Background: an optimization exercise with open tools, aiming at small area, a short achievable clock period and few clock cycles. Do not read the settings as production practice. RTL that was checked went through simulation tests only; none was proved equivalent to the original. Power is estimated from default activity; no workload was simulated.

## run A
==> flow/design.v (excerpt) <==
module psram_alu (
  input             clk,
  input             rst,
  input             in_valid,
  output            in_ready,
  input      [31:0] in_cmd,
  input      [63:0] in_a,
  input      [63:0] in_b,
  input      [63:0] in_c,
  input             in_rnd,
  output reg        out_valid,
  output reg [63:0] out_result,
  output reg        out_illegal
);
  localparam OP_SAT     = 8'h01;
  localparam OP_SADD    = 8'h02;
  localparam OP_SSUB    = 8'h03;
  localparam OP_SMUL    = 8'h04;
  localparam OP_SSHL    = 8'h05;
  localparam OP_SSHR    = 8'h06;
  localparam OP_REQUANT = 8'h07;
  wire [7:0] op   = in_cmd[31:24];
  wire [1:0] wsel = in_cmd[7:6];
  wire [5:0] imm  = in_cmd[5:0];
  reg legal;
  always @(*) begin
    case (op)
      OP_SAT:     legal = (in_cmd & 32'hFF00FFC0) == 32'h01000000;
      OP_SADD:    legal = ((in_cmd & 32'hFF000F3F) == 32'h02000000) && (wsel != 2'd3);
      OP_SSUB:    legal = ((in_cmd & 32'hFF000F3F) == 32'h03000000) && (wsel != 2'd3);
      OP_SMUL:    legal = ((in_cmd & 32'hFF000F00) == 32'h04000000) && (wsel != 2'd3);
      OP_SSHL:    legal = ((in_cmd & 32'hFF000F3F) == 32'h05000000) && (wsel != 2'd3);
      OP_SSHR:    legal = ((in_cmd & 32'hFF000F3F) == 32'h06000000) && (wsel != 2'd3);
      OP_REQUANT: legal = ((in_cmd & 32'hFF00003F) == 32'h07000000) && (wsel != 2'd3);
      default:    legal = 1'b0;
    endcase
  end
  wire o_sat = (op == OP_SAT);
  wire o_add = (op == OP_SADD);
  wire o_sub = (op == OP_SSUB);
  wire o_mul = (op == OP_SMUL);
  wire o_shl = (op == OP_SSHL);
  wire o_shr = (op == OP_SSHR);
  wire o_rq  = (op == OP_REQUANT);
  wire [31:0] a_w = (wsel == 2'd0) ? {{24{in_a[7]}},  in_a[7:0]}  :
                    (wsel == 2'd1) ? {{16{in_a[15]}}, in_a[15:0]} : in_a[31:0];
  wire [31:0] b_w = (wsel == 2'd0) ? {{24{in_b[7]}},  in_b[7:0]}  :
                    (wsel == 2'd1) ? {{16{in_b[15]}}, in_b[15:0]} : in_b[31:0];
  wire [31:0] d_y = o_rq            ? in_b[31:0] :
                    o_shr           ? a_w :
                    (o_sat | o_shl) ? 32'd0 : b_w;
  wire [63:0] d_a = (o_sat | o_rq) ? in_a : {{32{a_w[31]}}, a_w};
  wire [5:0] shr_n = (|in_b[63:6]) ? 6'd63 : in_b[5:0];
  wire [6:0] rq_n  = ((|in_c[63:7]) | (in_c[6] & in_c[5])) ? 7'd96 : in_c[6:0];
  wire [4:0] d_k   = (|in_b[63:5]) ? 5'd31 : in_b[4:0];
  wire [5:0] s_1   = o_mul ? imm : shr_n;         
  ...
For scale: about 450 flip-flops, about 300 I/O pins, roughly 52000 sq um of cells after synthesis.
export LEC_CHECK = 0
export ABC_AREA = 1
export CAP_MARGIN = 20
export CORE_MARGIN = 2
export CORE_UTILIZATION = 25
export PLACE_DENSITY = 0.35
export SLEW_MARGIN = 20
export TNS_END_PERCENT = 0
create_clock -name core_clock -period 20.0 [get_ports {clk}]
standard.sh (not shown) runs the stock make flow with config.mk's settings and CLKGATE_MAP_FILE= SYNTH_SCRIPT=/design/flow/synth_recipe.tcl, a recipe that flattens the netlist after the stock synthesis.
==> flow/flow/run.sh <==
#!/bin/bash
# Standard layout (the standard.sh: standard synthesis, ORFS place and
# route), with the timing repair steps asked to leave a setup margin so that
# they shorten the critical paths well below the 20 ns clock period.
# The clock period and constraints are unchanged.
set -o pipefail
export SETUP_SLACK_MARGIN=16
bash standard.sh > standard.log 2>&1
rc=$?
tail -50 standard.log
exit $rc
### run A -> run B
--- a/flow/design.v
+++ b/flow/design.v
@@ -109,46 +109,44 @@
     s2 <= s1; c2 <= c1;
     sat2 <= sat1; rq2 <= rq1; pass2 <= pass; legal2 <= legal1;
     tie2 <= rnd1 & snz1; wsel2 <= wsel1; amt2 <= amt1;
   end
   reg [64:0] vh3;
   reg [31:0] l3;
   wire        acc  = rq2 & pass2;
   wire [64:0] add3 = acc ? {{32{vh3[64]}}, vh3[64:32]} : 65'd0;
   wire [64:0] vsum = s2 + c2 + add3;
   reg        v3, sat3, legal3, tie3;
   reg [1:0]  wsel3;
-  reg [6:0]  amt3;
+  reg [6:0]  amt3, thr3;
   always @(posedge clk) begin
     if (rst) v3 <= 1'b0;
     else     v3 <= v2 & ~(rq2 & ~pass2);
     vh3 <= vsum;
     l3  <= acc ? vh3[31:0] : 32'd0;
     sat3 <= sat2; legal3 <= legal2; tie3 <= tie2; wsel3 <= wsel2; amt3 <= amt2;
+    thr3 <= amt2 + (sat2 ? 7'd32 : (wsel2 == 2'd0) ? 7'd7 : (wsel2 == 2'd1) ? 7'd15 : 7'd31);
   end
   wire [96:0] v97  = {vh3, l3};
   wire        sgn  = vh3[64];
   wire [94:0] sh6 = amt3[6] ? {{62{sgn}}, v97[96:64]} : v97[94:0];
   wire [62:0] sh5 = amt3[5] ? sh6[94:32] : sh6[62:0];
   wire [46:0] sh4 = amt3[4] ? sh5[62:16] : sh5[46:0];
   wire [38:0] sh3 = amt3[3] ? sh4[46:8]  : sh4[38:0];
   wire [34:0] sh2 = amt3[2] ? sh3[38:4]  : sh3[34:0];
   wire [32:0] sh1 = amt3[1] ? sh2[34:2]  : sh2[32:0];
   wire [31:0] fsh = amt3[0] ? sh1[32:1]  : sh1[31:0];
   wire [96:0] lo_m = {97{1'b1}} << amt3;
   wire        tie  = tie3 & ~|(v97 & ~lo_m);
   wire [31:0] q    = {fsh[31:1], fsh[0] & ~tie};
-  wire        hi_ok = ~|((vh3 ^ {65{sgn}}) & lo_m[64:0]);
-  wire [31:0] fd    = fsh ^ {32{sgn}};
-  wire        ok    = hi_ok & (sat3 | ((wsel3 == 2'd0) ? ~|fd[31:7] :
-                                       (wsel3 == 2'd1) ? ~|fd[31:15] : ~fd[31]));
+  wire        ok   = ~|((v97 ^ {97{sgn}}) & ({97{1'b1}} << thr3));
   wire [63:0] t   = vh3[63:0];
   wire [63:0] d   = sat3 ? t : {{32{sgn}}, q};
   wire [63:0] m   = sat3 ? lo_m[63:0] :                
                     (wsel3 == 2'd0) ? {{57{1'b1}}, 7'd0} :
                     (wsel3 == 2'd1) ? {{49{1'b1}}, 15'd0} : {{33{1'b1}}, 31'd0};
   wire [63:0] result = {64{legal3}} & (ok ? d : ~(m ^ {64{sgn}}));
   always @(posedge clk) begin
     if (rst) out_valid <= 1'b0;
     else     out_valid <= v3;
     out_result  <= result;
     out_illegal <= ~legal3;
--- outcome ---
Run B completed; timing, DRC and antenna clean. Against run A, run B reports a synthesized area that is higher. Looking at synthesized net count, run B sits 293 above run A. Changes observed in run B relative to run A: minimum setup slack among reg-to-reg paths higher; sequential share of power higher; design area higher. Critical path's slowest cell: sky130_fd_sc_hd__a22oi_2 -> run A, sky130_fd_sc_hd__or2_4 -> run B. Run A vs run B, endpoint of the worst setup timing path: y1[24] vs amt1[1]. Compared run B vs run A, and minimum period implied by the final worst setup slack is down in run B. Compared with run A, sum of routed wire length over all layers in run B increased by a little under 10%. Relative to run A, total routing resource utilization after global routing increased by 1.7 points in run B.
Testbench counts of run B, summed over its fixed seeds: cycles 26,788.
For run A, only the layout was checked, not whether the RTL still works.

psram_alu, a different RTL version from the one above (not shown whole).
Size: about 7400 cells after synthesis, roughly 450 flip-flops, about 55000 um2 of cells after synthesis.
export LEC_CHECK = 0
export ABC_AREA = 1
export CAP_MARGIN = 20
export CORE_MARGIN = 2
export CORE_UTILIZATION = 25
export PLACE_DENSITY = 0.35
export SLEW_MARGIN = 20
export TNS_END_PERCENT = 0
create_clock -name core_clock -period 20.0 [get_ports {clk}]
Scripts as last shown in full above: flow/flow/run.sh
Rerun with:
--- a/flow/design.v
+++ b/flow/design.v
@@ -46,13 +46,12 @@
                     (wsel == 2'd1) ? {{16{in_a[15]}}, in_a[15:0]} : in_a[31:0];
   wire [31:0] b_w = (wsel == 2'd0) ? {{24{in_b[7]}},  in_b[7:0]}  :
                     (wsel == 2'd1) ? {{16{in_b[15]}}, in_b[15:0]} : in_b[31:0];
   wire [31:0] d_y = o_rq            ? in_b[31:0] :
                     o_shr           ? a_w :
                     (o_sat | o_shl) ? 32'd0 : b_w;
-  wire [63:0] d_a = (o_sat | o_rq) ? in_a : {{32{a_w[31]}}, a_w};
   wire [5:0] shr_n = (|in_b[63:6]) ? 6'd63 : in_b[5:0];
   wire [6:0] rq_n  = ((|in_c[63:7]) | (in_c[6] & in_c[5])) ? 7'd96 : in_c[6:0];
   wire [4:0] d_k   = (|in_b[63:5]) ? 5'd31 : in_b[4:0];
   wire [5:0] s_1   = o_mul ? imm : shr_n;         
   wire       d_snz = o_rq ? (|rq_n) : (o_mul | o_shr) & (|s_1);
   wire [6:0] d_amt = o_sat ? {1'b0, imm} : o_rq ? rq_n :
@@ -80,25 +79,28 @@
     end else begin
       pass <= ~take;
       if (take) v1 <= in_valid;
       rdy  <= ~take | ~(in_valid & legal & o_rq);
     end
     if (take) begin
-      a1 <= d_a;     y1 <= d_y;
+      a1 <= in_a;    y1 <= d_y;
       sat1 <= legal & o_sat; add1 <= legal & o_add; sub1 <= legal & o_sub;
       mul1 <= legal & o_mul; shl1 <= legal & o_shl; shr1 <= legal & o_shr;
       rq1  <= legal & o_rq;  legal1 <= legal;
       rnd1 <= in_rnd; snz1 <= d_snz; hhi1 <= d_hhi;
       wsel1 <= wsel; amt1 <= d_amt; hp1 <= d_hp;
     end
   end
+  wire [31:0] aw1 = (wsel1 == 2'd0) ? {{24{a1[7]}},  a1[7:0]}  :
+                    (wsel1 == 2'd1) ? {{16{a1[15]}}, a1[15:0]} : a1[31:0];
   wire [32:0] x1 = rq1  ? (pass ? {a1[63], a1[63:32]} : {1'b0, a1[31:0]}) :
-                   mul1 ? a1[32:0] :
+                   mul1 ? {aw1[31], aw1} :
                    sub1 ? {33{1'b1}} : 33'd1;
   wire        half_en = snz1 & (~rq1 | (hhi1 == pass));
-  wire [64:0] r1 = (sat1 | add1 | sub1 | shl1) ? {a1[63], a1} :
+  wire [64:0] r1 = sat1 ? {a1[63], a1} :
+                   (add1 | sub1 | shl1) ? {{33{aw1[31]}}, aw1} :
                    half_en ? ({1'b0, 64'd1} << hp1) : 65'd0;
   wire [64:0] s1, c1;
   psram_mul_cs u_mul (.x(x1), .y(y1), .r(r1), .s(s1), .c(c1));
   reg        v2, sat2, rq2, pass2, legal2, tie2;
   reg [1:0]  wsel2;
   reg [6:0]  amt2;
@@ -125,25 +127,29 @@
     l3  <= acc ? vh3[31:0] : 32'd0;
     sat3 <= sat2; legal3 <= legal2; tie3 <= tie2; wsel3 <= wsel2; amt3 <= amt2;
     thr3 <= amt2 + (sat2 ? 7'd32 : (wsel2 == 2'd0) ? 7'd7 : (wsel2 == 2'd1) ? 7'd15 : 7'd31);
   end
   wire [96:0] v97  = {vh3, l3};
   wire        sgn  = vh3[64];
-  wire [96:0] fsh  = $signed(v97) >>> amt3;
-  wire        tie  = tie3 & ~|(v97 & ~({97{1'b1}} << amt3));
+  wire [94:0] sh6 = amt3[6] ? {{62{sgn}}, v97[96:64]} : v97[94:0];
+  wire [62:0] sh5 = amt3[5] ? sh6[94:32] : sh6[62:0];
+  wire [46:0] sh4 = amt3[4] ? sh5[62:16] : sh5[46:0];
+  wire [38:0] sh3 = amt3[3] ? sh4[46:8]  : sh4[38:0];
+  wire [34:0] sh2 = amt3[2] ? sh3[38:4]  : sh3[34:0];
+  wire [32:0] sh1 = amt3[1] ? sh2[34:2]  : sh2[32:0];
+  wire [31:0] fsh = amt3[0] ? sh1[32:1]  : sh1[31:0];
+  wire [96:0] lo_m = {97{1'b1}} << amt3;
+  wire        tie  = tie3 & ~|(v97 & ~lo_m);
   wire [31:0] q    = {fsh[31:1], fsh[0] & ~tie};
   wire        ok   = ~|((v97 ^ {97{sgn}}) & ({97{1'b1}} << thr3));
-  wire [63:0] qw  = (wsel3 == 2'd0) ? {{56{q[7]}},  q[7:0]}  :
-                    (wsel3 == 2'd1) ? {{48{q[15]}}, q[15:0]} : {{32{q[31]}}, q[31:0]};
-  wire [63:0] lim = (wsel3 == 2'd0) ? 64'h0000_0000_0000_007F :
-                    (wsel3 == 2'd1) ? 64'h0000_0000_0000_7FFF : 64'h0000_0000_7FFF_FFFF;
-  wire [63:0] yw  = ok ? qw : (sgn ? ~lim : lim);
-  wire [63:0] t       = vh3[63:0];
-  wire [63:0] sat_lim = {64{1'b1}} << amt3[5:0];
-  wire [63:0] res_sat = ok ? t : (t[63] ? sat_lim : ~sat_lim);
-  wire [63:0] result = ~legal3 ? 64'd0 : sat3 ? res_sat : yw;
+  wire [63:0] t   = vh3[63:0];
+  wire [63:0] d   = sat3 ? t : {{32{sgn}}, q};
+  wire [63:0] m   = sat3 ? lo_m[63:0] :                
+                    (wsel3 == 2'd0) ? {{57{1'b1}}, 7'd0} :
+                    (wsel3 == 2'd1) ? {{49{1'b1}}, 15'd0} : {{33{1'b1}}, 31'd0};
+  wire [63:0] result = {64{legal3}} & (ok ? d : ~(m ^ {64{sgn}}));
   always @(posedge clk) begin
     if (rst) out_valid <= 1'b0;
     else     out_valid <= v3;
     out_result  <= result;
     out_illegal <= ~legal3;
   end
Effect:
- power goes down by 5.4%
- synthesized area goes down by about 3.7%
- via count goes down by 5.8%
- core utilization goes up by 0.54 points
- die area goes down by about 3.7%
- sequential share of layout area goes up by 0.30 points
- final cell count goes down by 2.5%
- non-clock buffer count goes up by 55
- setup slack improved by 64 ps
- final area goes down by 2.0%
- critical path depth goes up by 1
- first-iteration DRC count goes down by 3.5%
Function was not checked in any run of this note: the RTL went through the layout flow alone.

[static timing again, ports no longer ideal]
Ports are ideal in the flow. The routed layouts listed here were re-timed in OpenROAD.
Step 1 assumes that a clkbuf_16 drives the clock port and a buf_2 every other input.
Step 2 times the ports against the registers' clock, not the clock port: input delays grow and output delays shrink by t, the midpoint of the rising clock arrivals with the driver on.
Three values: ideal, step 1, step 2; two values: the first two.
| run | shift t [ns] | slack for setup (ns) | worst setup path at the end | cell pins on the clock port's net |
|---|---|---|---|---|
| run A | 0.785 | 14.243 / 14.294 / 13.509 | input to register | 1 |
| run B | 0.777 | 14.724 / 14.728 / 13.986 | input to register | 1 |
| the first run of note 2 | 0.786 | 14.560 / 14.560 / 13.913 | input to register | 1 |
| the second run of note 2 | 0.800 | 14.624 / 14.633 / 13.871 | input to register | 1 |
After both steps every run listed still meets setup and hold. For the second run of note 2, which loses most, drivers alone change the setup slack by +0.009 ns; drivers and shift together by -0.753 ns.
